Background: an optimization exercise with open tools, aiming at small area and few clock cycles. Do not read the settings as production practice. Function was checked by simulation only, so behaviour that the tests miss may differ from the original. No activity file was given, so power comes from the tool's default toggle rates.

--- design.v ---
localparam [3:0] OP_APPLY   = 4'h1;
localparam [3:0] OP_CHAN    = 4'h2;
localparam [3:0] OP_PWM     = 4'h3;
localparam [3:0] OP_START   = 4'h4;
localparam [3:0] OP_STARTM  = 4'h5;
localparam [3:0] OP_STOP    = 4'h6;
localparam [3:0] OP_GETCNT  = 4'h7;
localparam [3:0] OP_RSTCNT  = 4'h8;
localparam [3:0] OP_SETPER  = 4'h9;
localparam [3:0] OP_SETDUTY = 4'hA;
localparam [3:0] OP_GETCC   = 4'hB;
localparam [1:0] K_LD  = 2'd0;
localparam [1:0] K_STF = 2'd1;
localparam [1:0] K_ST  = 2'd2;
localparam [1:0] K_SLM = 2'd3;
localparam [2:0] R_TCTL = 3'd0;
localparam [2:0] R_TAR  = 3'd1;
localparam [2:0] R_CCR0 = 3'd3;
localparam [3:0] FS_STOP    = 4'd0;
localparam [3:0] FS_CLR     = 4'd1;
localparam [3:0] FS_NOIFG   = 4'd2;
localparam [3:0] FS_CLK     = 4'd3;
localparam [3:0] FS_IE      = 4'd4;
localparam [3:0] FS_MODE_UP = 4'd5;
localparam [3:0] FS_MODE_LM = 4'd6;
localparam [3:0] FS_MODE_MC = 4'd7;
localparam [3:0] FS_COMPARE = 4'd8;
localparam [3:0] FS_NOCAPT  = 4'd9;
localparam [3:0] FS_OUTMOD  = 4'd10;
localparam [3:0] FS_CCIE    = 4'd11;
localparam [3:0] FS_NOFLAGS = 4'd12;
localparam [1:0] ST_OK      = 2'd0;
localparam [1:0] ST_NOCFG   = 2'd1;
localparam [1:0] ST_BADCH   = 2'd2;
localparam [1:0] ST_ILLEGAL = 2'd3;
module tacws_codec (
    input  wire [15:0] w,        
    input  wire [3:0]  fs,       
    input  wire [1:0]  ssel,     
    input  wire [1:0]  div,      
    input  wire [1:0]  mc,       
    input  wire        tie,      
    input  wire [1:0]  lm,       
    input  wire [2:0]  outmod,   
    input  wire        cie,      
    output wire [15:0] y
);
localparam [3:0] OP_APPLY   = 4'h1;
localparam [3:0] OP_CHAN    = 4'h2;
localparam [3:0] OP_PWM     = 4'h3;
localparam [3:0] OP_START   = 4'h4;
localparam [3:0] OP_STARTM  = 4'h5;
localparam [3:0] OP_STOP    = 4'h6;
localparam [3:0] OP_GETCNT  = 4'h7;
localparam [3:0] OP_RSTCNT  = 4'h8;
localparam [3:0] OP_SETPER  = 4'h9;
localparam [3:0] OP_SETDUTY = 4'hA;
localparam [3:0] OP_GETCC   = 4'hB;
localparam [1:0] K_LD  = 2'd0;
localparam [1:0] K_STF = 2'd1;
localparam [1:0] K_ST  = 2'd2;
localparam [1:0] K_SLM = 2'd3;
localparam [2:0] R_TCTL = 3'd0;
localparam [2:0] R_TAR  = 3'd1;
localparam [2:0] R_CCR0 = 3'd3;
localparam [3:0] FS_STOP    = 4'd0;
localparam [3:0] FS_CLR     = 4'd1;
localparam [3:0] FS_NOIFG   = 4'd2;
localparam [3:0] FS_CLK     = 4'd3;
localparam [3:0] FS_IE      = 4'd4;
localparam [3:0] FS_MODE_UP = 4'd5;
localparam [3:0] FS_MODE_LM = 4'd6;
localparam [3:0] FS_MODE_MC = 4'd7;
localparam [3:0] FS_COMPARE = 4'd8;
localparam [3:0] FS_NOCAPT  = 4'd9;
localparam [3:0] FS_OUTMOD  = 4'd10;
localparam [3:0] FS_CCIE    = 4'd11;
localparam [3:0] FS_NOFLAGS = 4'd12;
localparam [1:0] ST_OK      = 2'd0;
localparam [1:0] ST_NOCFG   = 2'd1;
localparam [1:0] ST_BADCH   = 2'd2;
localparam [1:0] ST_ILLEGAL = 2'd3;
    reg [15:0] mask;    
    reg [15:0] val;     
    always @(*) begin
        mask = 16'h0000;
        val  = 16'h0000;
        case (fs)
            FS_STOP:    begin mask = 16'h0030; val = 16'h0000; end
            FS_CLR:     begin mask = 16'h0004; val = 16'h0004; end
            FS_NOIFG:   begin mask = 16'h0001; val = 16'h0000; end
            FS_CLK:     begin mask = 16'h03F0; val = {6'b0, ssel, div, mc, 4'b0}; end
            FS_IE:      begin mask = 16'h0002; val = {14'b0, tie, 1'b0}; end
            FS_MODE_UP: begin mask = 16'h0030; val = 16'h0010; end
            FS_MODE_LM: begin mask = 16'h0030; val = {10'b0, lm, 4'b0}; end
            FS_MODE_MC: begin mask = 16'h0030; val = {10'b0, mc, 4'b0}; end
            FS_COMPARE: begin mask = 16'h0100; val = 16'h0000; end
            FS_NOCAPT:  begin mask = 16'hFC00; val = 16'h0000; end
            FS_OUTMOD:  begin mask = 16'h00E0; val = {8'b0, outmod, 5'b0}; end
            FS_CCIE:    begin mask = 16'h0010; val = {11'b0, cie, 4'b0}; end
            FS_NOFLAGS: begin mask = 16'h0003; val = 16'h0000; end
            default:    begin mask = 16'h0000; val = 16'h0000; end
        endcase
    end
    assign y = (w & ~mask) | val;
endmodule
module tacws_uprog (
    input  wire [3:0] op,
    input  wire       p,        
    input  wire [1:0] ch,
    input  wire [3:0] spc,
    output reg  [1:0] kind,     
    output reg  [2:0] regid,    
    output reg  [3:0] fs,       
    output reg        src,      
    output reg  [3:0] len       
);
localparam [3:0] OP_APPLY   = 4'h1;
localparam [3:0] OP_CHAN    = 4'h2;
localparam [3:0] OP_PWM     = 4'h3;
localparam [3:0] OP_START   = 4'h4;
localparam [3:0] OP_STARTM  = 4'h5;
localparam [3:0] OP_STOP    = 4'h6;
localparam [3:0] OP_GETCNT  = 4'h7;
localparam [3:0] OP_RSTCNT  = 4'h8;
localparam [3:0] OP_SETPER  = 4'h9;
localparam [3:0] OP_SETDUTY = 4'hA;
localparam [3:0] OP_GETCC   = 4'hB;
localparam [1:0] K_LD  = 2'd0;
localparam [1:0] K_STF = 2'd1;
localparam [1:0] K_ST  = 2'd2;
localparam [1:0] K_SLM = 2'd3;
localparam [2:0] R_TCTL = 3'd0;
localparam [2:0] R_TAR  = 3'd1;
localparam [2:0] R_CCR0 = 3'd3;
localparam [3:0] FS_STOP    = 4'd0;
localparam [3:0] FS_CLR     = 4'd1;
localparam [3:0] FS_NOIFG   = 4'd2;
localparam [3:0] FS_CLK     = 4'd3;
localparam [3:0] FS_IE      = 4'd4;
localparam [3:0] FS_MODE_UP = 4'd5;
localparam [3:0] FS_MODE_LM = 4'd6;
localparam [3:0] FS_MODE_MC = 4'd7;
localparam [3:0] FS_COMPARE = 4'd8;
localparam [3:0] FS_NOCAPT  = 4'd9;
localparam [3:0] FS_OUTMOD  = 4'd10;
localparam [3:0] FS_CCIE    = 4'd11;
localparam [3:0] FS_NOFLAGS = 4'd12;
localparam [1:0] ST_OK      = 2'd0;
localparam [1:0] ST_NOCFG   = 2'd1;
localparam [1:0] ST_BADCH   = 2'd2;
localparam [1:0] ST_ILLEGAL = 2'd3;
    wire [2:0] cctl_n = {ch, 1'b0} + 3'd2;
    wire [2:0] ccr_n  = {ch, 1'b0} + 3'd3;
    wire       ch_ok  = (ch != 2'd3);
    reg [3:0] cs;
    always @(*) begin
        kind  = K_LD;
        regid = R_TCTL;
        fs    = FS_STOP;
        src   = 1'b0;
        len   = 4'd0;
        cs    = 4'd0;
        case (op)
            OP_APPLY: begin
                len = 4'd12;
                case (spc)
                    4'd0:  begin kind = K_LD;  regid = R_TCTL; end
                    4'd1:  begin kind = K_STF; regid = R_TCTL; fs = FS_STOP;  end
                    4'd2:  begin kind = K_LD;  regid = R_TCTL; end
                    4'd3:  begin kind = K_STF; regid = R_TCTL; fs = FS_CLR;   end
                    4'd4:  begin kind = K_LD;  regid = R_TCTL; end
                    4'd5:  begin kind = K_STF; regid = R_TCTL; fs = FS_NOIFG; end
                    4'd6:  begin kind = K_LD;  regid = R_TCTL; end
                    4'd7:  begin kind = K_STF; regid = R_TCTL; fs = FS_CLK;   end
                    4'd8:  begin kind = K_LD;  regid = R_TCTL; end
                    4'd9:  begin kind = K_STF; regid = R_TCTL; fs = FS_IE;    end
                    4'd10: begin kind = K_ST;  regid = R_CCR0; src = 1'b0; end
                    default: begin kind = K_SLM; src = 1'b0; end
                endcase
            end
            OP_CHAN, OP_PWM: begin
                if (op == OP_CHAN) begin
                    len = ch_ok ? 4'd11 : 4'd0;
                    cs  = spc;
                end else begin
                    len = ch_ok ? 4'd15 : 4'd4;
                    cs  = spc - 4'd1;
                end
                if (op == OP_PWM && spc == 4'd0) begin
                    kind = K_ST; regid = R_CCR0; src = 1'b0;
                end else if (op == OP_PWM && (ch_ok ? spc >= 4'd12 : spc >= 4'd1)) begin
                    case (ch_ok ? spc - 4'd12 : spc - 4'd1)
                        4'd0:    begin kind = K_LD;  regid = R_TCTL; end
                        4'd1:    begin kind = K_STF; regid = R_TCTL; fs = FS_MODE_UP; end
                        default: begin kind = K_SLM; src = 1'b1; end
                    endcase
                end else begin
                    case (cs)
                        4'd0:  begin kind = K_LD;  regid = cctl_n; end
                        4'd1:  begin kind = K_STF; regid = cctl_n; fs = FS_COMPARE; end
                        4'd2:  begin kind = K_LD;  regid = cctl_n; end
                        4'd3:  begin kind = K_STF; regid = cctl_n; fs = FS_NOCAPT;  end
                        4'd4:  begin kind = K_LD;  regid = cctl_n; end
                        4'd5:  begin kind = K_STF; regid = cctl_n; fs = FS_OUTMOD;  end
                        4'd6:  begin kind = K_LD;  regid = cctl_n; end
                        4'd7:  begin kind = K_STF; regid = cctl_n; fs = FS_CCIE;    end
                        4'd8:  begin kind = K_LD;  regid = cctl_n; end
                        4'd9:  begin kind = K_STF; regid = cctl_n; fs = FS_NOFLAGS; end
                        default: begin
                            kind = K_ST; regid = ccr_n; src = (op == OP_PWM);
                        end
                    endcase
                end
            end
            OP_START: begin
                len = 4'd2;
                kind = K_LD; regid = R_TCTL;
                if (spc == 4'd1) begin kind = K_STF; fs = FS_MODE_LM; end
            end
            OP_STARTM: begin
                len = 4'd3;
                case (spc)
                    4'd0:    begin kind = K_SLM; src = 1'b0; end
                    4'd1:    begin kind = K_LD;  regid = R_TCTL; end
                    default: begin kind = K_STF; regid = R_TCTL; fs = FS_MODE_MC; end
                endcase
            end
            OP_STOP: begin
                len = 4'd2;
                kind = K_LD; regid = R_TCTL;
                if (spc == 4'd1) begin kind = K_STF; fs = FS_STOP; end
            end
            OP_GETCNT: begin
                len = 4'd1;
                kind = K_LD; regid = R_TAR;
            end
            OP_RSTCNT: begin
                len = 4'd4;
                case (spc)
                    4'd0:    begin kind = K_LD;  regid = R_TCTL; end
                    4'd1:    begin kind = K_STF; regid = R_TCTL; fs = FS_CLR; end
                    4'd2:    begin kind = K_LD;  regid = R_TCTL; end
                    default: begin kind = K_STF; regid = R_TCTL; fs = FS_NOIFG; end
                endcase
            end
            OP_SETPER: begin
                len = 4'd1;
                kind = K_ST; regid = R_CCR0; src = 1'b0;
            end
            OP_SETDUTY: begin
                len = ch_ok ? 4'd1 : 4'd0;
                kind = K_ST; regid = ccr_n; src = 1'b0;
            end
            OP_GETCC: begin
                len = ch_ok ? 4'd1 : 4'd0;
                kind = K_LD; regid = ccr_n;
            end
            default: len = 4'd0;
        endcase
        if ((op == OP_APPLY || op == OP_CHAN || op == OP_PWM) && !p)
            len = 4'd0;
    end
endmodule
module tacws (
    input  wire        clk,
    input  wire        rst,           
    input  wire        cmd_valid,
    output wire        cmd_ready,
    input  wire [47:0] cmd_word,
    output reg         rsp_valid,
    output reg  [1:0]  rsp_status,
    output reg  [15:0] rsp_data,
    output wire        bus_valid,
    output wire        bus_we,
    output wire [2:0]  bus_addr,
    output wire [15:0] bus_wdata,
    input  wire        bus_ready,
    input  wire [15:0] bus_rdata
);
localparam [3:0] OP_APPLY   = 4'h1;
localparam [3:0] OP_CHAN    = 4'h2;
localparam [3:0] OP_PWM     = 4'h3;
localparam [3:0] OP_START   = 4'h4;
localparam [3:0] OP_STARTM  = 4'h5;
localparam [3:0] OP_STOP    = 4'h6;
localparam [3:0] OP_GETCNT  = 4'h7;
localparam [3:0] OP_RSTCNT  = 4'h8;
localparam [3:0] OP_SETPER  = 4'h9;
localparam [3:0] OP_SETDUTY = 4'hA;
localparam [3:0] OP_GETCC   = 4'hB;
localparam [1:0] K_LD  = 2'd0;
localparam [1:0] K_STF = 2'd1;
localparam [1:0] K_ST  = 2'd2;
localparam [1:0] K_SLM = 2'd3;
localparam [2:0] R_TCTL = 3'd0;
localparam [2:0] R_TAR  = 3'd1;
localparam [2:0] R_CCR0 = 3'd3;
localparam [3:0] FS_STOP    = 4'd0;
localparam [3:0] FS_CLR     = 4'd1;
localparam [3:0] FS_NOIFG   = 4'd2;
localparam [3:0] FS_CLK     = 4'd3;
localparam [3:0] FS_IE      = 4'd4;
localparam [3:0] FS_MODE_UP = 4'd5;
localparam [3:0] FS_MODE_LM = 4'd6;
localparam [3:0] FS_MODE_MC = 4'd7;
localparam [3:0] FS_COMPARE = 4'd8;
localparam [3:0] FS_NOCAPT  = 4'd9;
localparam [3:0] FS_OUTMOD  = 4'd10;
localparam [3:0] FS_CCIE    = 4'd11;
localparam [3:0] FS_NOFLAGS = 4'd12;
localparam [1:0] ST_OK      = 2'd0;
localparam [1:0] ST_NOCFG   = 2'd1;
localparam [1:0] ST_BADCH   = 2'd2;
localparam [1:0] ST_ILLEGAL = 2'd3;
    reg        busy;      
    reg [3:0]  spc;       
    reg [47:0] cur;       
    reg [15:0] tmp;       
    reg [1:0]  lm;        
    wire [3:0]  c_op     = cur[47:44];
    wire        c_p      = cur[43];
    wire [1:0]  c_ch     = cur[42:41];
    wire [1:0]  c_ssel   = cur[42:41];
    wire [1:0]  c_div    = cur[40:39];
    wire [2:0]  c_outmod = cur[40:38];
    wire [1:0]  c_mc     = cur[38:37];
    wire        c_cie    = cur[37];
    wire        c_tie    = cur[36];
    wire [15:0] c_data0  = cur[31:16];
    wire [15:0] c_data1  = cur[15:0];
    wire [3:0] n_op = cmd_word[47:44];
    wire       n_p  = cmd_word[43];
    wire [1:0] n_ch = cmd_word[42:41];
    wire [3:0] n_len;
    tacws_uprog u_plan (
        .op(n_op), .p(n_p), .ch(n_ch), .spc(4'd0),
        .kind(), .regid(), .fs(), .src(), .len(n_len)
    );
    reg [1:0] n_status;
    always @(*) begin
        if (n_op == 4'h0 || n_op >= 4'hC)
            n_status = ST_ILLEGAL;
        else if ((n_op == OP_APPLY || n_op == OP_CHAN || n_op == OP_PWM) && !n_p)
            n_status = ST_NOCFG;
        else if ((n_op == OP_CHAN || n_op == OP_PWM || n_op == OP_SETDUTY || n_op == OP_GETCC)
                 && n_ch == 2'd3)
            n_status = ST_BADCH;
        else
            n_status = ST_OK;
    end
    wire [1:0] u_kind;
    wire [2:0] u_reg;
    wire [3:0] u_fs;
    wire       u_src;
    wire [3:0] u_len;
    tacws_uprog u_prog (
        .op(c_op), .p(c_p), .ch(c_ch), .spc(spc),
        .kind(u_kind), .regid(u_reg), .fs(u_fs), .src(u_src), .len(u_len)
    );
    wire [15:0] stf_value;
    tacws_codec u_codec (
        .w(tmp), .fs(u_fs),
        .ssel(c_ssel), .div(c_div), .mc(c_mc), .tie(c_tie), .lm(lm),
        .outmod(c_outmod), .cie(c_cie & (c_op == OP_CHAN)),
        .y(stf_value)
    );
    wire is_bus = busy && (u_kind != K_SLM);
    assign bus_valid = is_bus;
    assign bus_we    = (u_kind != K_LD);
    assign bus_addr  = u_reg;
    assign bus_wdata = (u_kind == K_STF) ? stf_value :
                       (u_src ? c_data1 : c_data0);
    wire step = busy && ((u_kind == K_SLM) || bus_ready);
    wire last = (spc == u_len - 4'd1);
    wire c_getter = (c_op == OP_GETCNT) || (c_op == OP_GETCC);
    assign cmd_ready = !busy;
    reg [1:0] c_status;
    always @(posedge clk) begin
        if (rst) begin
            busy       <= 1'b0;
            spc        <= 4'd0;
            lm         <= 2'd0;
            rsp_valid  <= 1'b0;
            rsp_status <= ST_OK;
            rsp_data   <= 16'h0000;
        end else if (!busy) begin
            if (cmd_valid) begin
                cur      <= cmd_word;
                c_status <= n_status;
                if (n_len == 4'd0) begin
                    rsp_valid  <= 1'b1;
                    rsp_status <= n_status;
                    rsp_data   <= 16'h0000;
                end else begin
                    rsp_valid <= 1'b0;
                    busy      <= 1'b1;
                    spc       <= 4'd0;
                end
            end
        end else if (step) begin
            if (u_kind == K_LD)
                tmp <= bus_rdata;
            if (u_kind == K_SLM)
                lm <= u_src ? 2'd1 : c_mc;
            spc <= spc + 4'd1;
            if (last) begin
                busy       <= 1'b0;
                rsp_valid  <= 1'b1;
                rsp_status <= c_status;
                rsp_data   <= c_getter ? bus_rdata : 16'h0000;
            end
        end
    end
endmodule
--- run.sh ---
#!/bin/bash
# synth_recipe.tcl (not shown) runs the flow's synth.tcl, then flattens the netlist and writes it again
# the make line also repeats each setting of config.mk as NAME=value (left out here)
make -C /OpenROAD-flow-scripts/flow DESIGN_CONFIG=/design/flow/config.mk WORK_HOME=/design/flow/orfs CLKGATE_MAP_FILE= SYNTH_SCRIPT=/design/flow/synth_recipe.tcl finish
--- config.mk ---
export PLATFORM = sky130hd
export DESIGN_NAME = tacws
export DESIGN_NICKNAME = tacws
export VERILOG_FILES = /design/flow/design.v
export SDC_FILE = /design/flow/constraint.sdc
export NUM_CORES = 4
export LEC_CHECK = 0
export CAP_MARGIN = 20
export CORE_MARGIN = 2
export CORE_UTILIZATION = 40
export SLEW_MARGIN = 20
--- constraint.sdc ---
create_clock -name core_clock -period 6.0 [get_ports {clk}]
set_input_delay 1.2000 -clock core_clock [delete_from_list [all_inputs] [get_ports {clk}]]
set_output_delay 1.2000 -clock core_clock [all_outputs]
set_load 0.01 [all_outputs]
==> run summary <==
==> cells in the final DEF, fill, tap and decap left out, types with 9 or more instances in the layout <==
cell / instances
dfxtp_1: 32
mux2i_1: 21
buf_4: 17
nand2_1: 46
nand3_1: 26
ha_1: 9
nor3_1: 17
o21ai_0: 37
inv_1: 18
clkdlybuf4s50_1: 104
nor2_1: 26
edfxtp_1: 62
clkbuf_16: 9
a21oi_1: 27
==> power by group through the flow <==
stage | clock network [mW] | logic [mW] | registers (mW)
after floorplan | 0 | 0.0951 | 0.735
after global placement | 0 | 0.194 | 0.738
after CTS | 0.597 | 0.198 | 0.724
after global routing | 0.624 | 0.214 | 0.726
after detailed placement | 0 | 0.196 | 0.738
final | 0.582 | 0.197 | 0.724
==> synth_stat cells (3+ instances only) <==
| master | count | area share [%] |
|---|---|---|
| a31oi_1 | 7 | 0.88 |
| clkbuf_1 | 23 | 1.7 |
| nand2b_1 | 6 | 0.76 |
| a21bo_2 | 3 | 0.61 |
| a211oi_1 | 3 | 0.46 |
| xnor2_1 | 7 | 1.2 |
| mux2i_1 | 21 | 4.2 |
| o21a_1 | 4 | 0.61 |
| or4_1 | 4 | 0.61 |
| nand2_1 | 46 | 3.5 |
| nor2b_1 | 6 | 0.76 |
| edfxtp_1 | 62 | 38 |
| a41oi_1 | 4 | 0.71 |
| a21boi_0 | 3 | 0.46 |
| inv_1 | 18 | 1.4 |
| nor3_1 | 17 | 1.7 |
| dfxtp_1 | 32 | 13 |
| and2_1 | 5 | 0.63 |
| o2bb2ai_1 | 6 | 1.1 |
| and3b_1 | 3 | 0.53 |
| nand4_1 | 6 | 0.76 |
| o22ai_1 | 5 | 0.63 |
| mux2_2 | 6 | 1.4 |
| ha_1 | 9 | 2.3 |
| nor3b_1 | 4 | 0.61 |
| a21oi_1 | 27 | 2.7 |
| and3_1 | 3 | 0.38 |
| o21ai_0 | 37 | 3.7 |
| o31a_1 | 3 | 0.53 |
| nand4b_1 | 3 | 0.53 |
| nor4_1 | 6 | 0.76 |
| nor2_1 | 27 | 2.0 |
| buf_2 | 3 | 0.30 |
| o31ai_1 | 3 | 0.46 |
| or3_1 | 7 | 0.88 |
| nand3_1 | 26 | 2.6 |
==> final timing paths <==
| kind | endpoint | slack [ps] | depth (start not counted) |
|---|---|---|---|
| setup reg to reg | register | 2500 | 8 |
| hold reg to reg | rsp_data[11] | 460 | 2 |
| setup / recovery | bus_wdata[4] | 580 | 11 |
| hold / removal | rsp_data[11] | 460 | 2 |
==> cells by family after synthesis <==
logic type      after synthesis
mux                          27
fa+ha+maj                     9
xor+xnor                      7
buf+inv                      47
simple gates                179
flops                        94
compound gates              131
==> metal layers <==
layer,global-route usage (%),vias to the layer above,share of wire [%]
met3,5.38,20,6.7
met4,7.47,0,1.9
met1,30.5,2031,46
li1,-,2072,-
met2,33.3,156,45
met5,0,-,0
==> flip-flops by register name, summed over array words and instances (netlist names), named ones only <==
name,cells
cur,44
rsp_status,2
spc,4
c_status,2
lm,2
busy,1
rsp_data,16
rsp_valid,1
tmp,16
==> cell type report <==
class | instances | area [sq um]
clock inverter | 6 | 68.8
timing repair buffer | 121 | 1170
clock buffer | 10 | 229
fill | 1077 | 5520
inverter | 20 | 75.1
multi-input combinational | 353 | 2290
sequential | 94 | 2500
tap | 168 | 210
==> worst reg2reg max path, cell delays in order, from the launching register on <==
cell      delay, ps
edfxtp_1        620
or4b_1          740
mux2i_1         190
o22a_2          250
o221ai_2        370
o31a_1          400
o31ai_1         180
or4_1           550
nor3_2          140
==> metrics by stage <==
stage | area [sq um] | instances | setup slack, ps | hold WS [ps] | power [mW]
4_1_cts | 6540 | 772 | 616 | 467 | 1.52
5_1_grt | 6540 | 772 | 234 | 489 | 1.56
6_report | 6540 | 772 | 582 | 461 | 1.50
3_3_place_gp | 6240 | 756 | 1050 | 446 | 0.933
2_1_floorplan | 4950 | 494 | 1700 | 432 | 0.830
3_5_place_dp | 6240 | 756 | 1030 | 455 | 0.935
==> results.tsv <==
stage	metric	value	unit
timing	slew margin rel.	50.5	%
clock_network	post-CTS setup buffer count	0	
grt	largest net degree at the start of global routing	47	
yosys	Post-Synthesis Cells	494	
grt	vias in the first global route	4137	
pwr	power share of the sequential group	48.2	%
worst_setup_path	kind of critical path	register to output port	
pwr	Peak supply drop	0.131	mV
floorplan	I/O Pins	109	
detailed_routing	post-route ant nets	0	
cells_and_area	Layout area overhead	32.2	%
grt	total global routing track utilization	21.9	%
placement	GP Congestion	0.863	
worst_setup_path	Critical Path Source Type	register	
worst_setup_path	worst-path maximum fanout	12	
worst_setup_path	Critical Path RT	4800	ps
worst_setup_path	worst-path cell chain	inv_1, ha_1, and3b_1, a221oi_1, nor3_1, a31oi_1, nand2_1, or4_1, a41oi_1, a32oi_1, clkdlybuf4s50_1	
yosys	mapped cell area	0.00495	sq mm
floorplan	Die Y	115	microns
detailed_routing	wire per inst	18.5	microns
worst_setup_path	Worst Path Buf+Inv	2	
clock_network	Clock transition at path regs	70	ps
yosys	Syn Area/Cell	10.0	sq um
floorplan	Core ar.	0.0121	sq mm
floorplan	initial core utilization	41.0	%
timing	fin crit period	5420	ps
grt	antenna violations before repair	0	
placement	port bufs	104	
timing	final worst-path cycle share	90.3	%
timing	Fin. Hold Viols	0	
yosys	syn nets	571	
grt	gr ovfl total	0	
cells_and_area	layout net count	676	
status	outcome	timing/DRC/antenna clean	
clock_network	clock sinks	94	
yosys	flip-flop and latch count after synthesis	94	
worst_setup_path	critical path's top delay family	simple AND/OR/NAND/NOR gates	
min_path	Worst Hold Class	register to register	
pwr	Leak	2.35	nW
detailed_routing	DR DRC count	0	
job	Max-Cap Viols	0	
worst_setup_path	Critical R2R Launch	cur[47]	
detailed_routing	Post-Route WL	14300	microns
worst_setup_path	Slowest-stage cell, CP	dfxtp_1	
yosys	complex-gate fraction of the synthesized area	17.9	%
pwr	switch share	24.3	%
detailed_routing	Initial DRC Count	255	
cells_and_area	ANT cells	0	
timing	setup TNS	0	ps
placement	HPWL after DPL	10300	microns
clock_network	clock buffer depth	2	
clock_network	Resize count post-CTS	0	
yosys	largest family of logic cells by synthesized area	simple AND/OR/NAND/NOR gates	
yosys	yosys warns	3	
pwr	P_int	1.14	mW
clock_network	H-Tree Level Count	3	
timing	RSZ-0062 raised after global routing	no	
yosys	XOR/XNOR Fraction of Synth Area	1.24	%
worst_setup_path	crit path from	spc[3]	
yosys	Post-synth EDFFs	62	
timing	skew final	9.50	ps
detailed_routing	via-per-instance ratio	5.54	
cells_and_area	layout cells sized above 1	9.11	%
grt	first-pass GRT wire length	22300	microns
clock_network	CTS tree	built	
detailed_routing	via count	4279	
yosys	ys flop type	edfxtp_1	
yosys	Async SR Flop Fraction	0	%
floorplan	DIE AREA	0.0133	sq mm
clock_network	TritonCTS buffer count	9	
timing	Max Clock Freq	185	MHz
yosys	post-synthesis simple-gate area fraction	18.8	%
pwr	PD cells	230	mW/mm^2
floorplan	Die X	115	microns
timing	final setup violation count	0	
cells_and_area	fin util	54.2	%
yosys	proportion of synthesized area in mux cells	5.61	%
yosys	Synth Area in Adders	2.28	%
yosys	number of distinct library cells after synthesis	66	
worst_setup_path	CP arrival	4220	ps
clock_network	post-cts hold buffer count	0	
floorplan	Rows	40	
pwr	P_sw	0.365	mW
min_path	hold_sp	rsp_data[11]	
detailed_routing	drt first pass iters	5	
worst_setup_path	slowest stage delay, CP	580	ps
clock_network	clock root buffer	clkbuf_16	
pwr	Comb pwr share	13.1	%
yosys	register area share after synthesis	50.6	%
worst_setup_path	CP endpoint kind	output port	
timing	Worst Max-Slew Pin Slew	733	ps
timing	Max Slew Vio Count	0	
pwr	power share of the clock group	38.7	%
clock_network	Skew-Pair Late Insertion Delay	350	ps
Testbench counts, summed over its fixed seeds: cycles 23,104.

-- static timing again, ports no longer ideal --
The results above use ideal ports. As a check the final layout listed here was re-extracted and re-timed, cells and wires unchanged. Step 1, drivers: a clkbuf_16 drives clk and a buf_2 each remaining input, both assumed. Step 2 times the ports against the registers' clock, not the clock port: input delays grow and output delays shrink by t, the midpoint of the rising clock arrivals with the driver on. a / b / c = ideal ports / drivers / drivers and shift; a / b = the first two.
t, ns: 0.382
slack for setup (ns): 0.582 / 0.547 / 0.929
worst hold slack (ns): 0.461 / 0.461 / 0.461
worst setup path after step 2: register to output
After both steps setup and hold are still met in this run. The setup slack of this run moves by -0.035 ns with the drivers and by +0.347 ns with both steps.
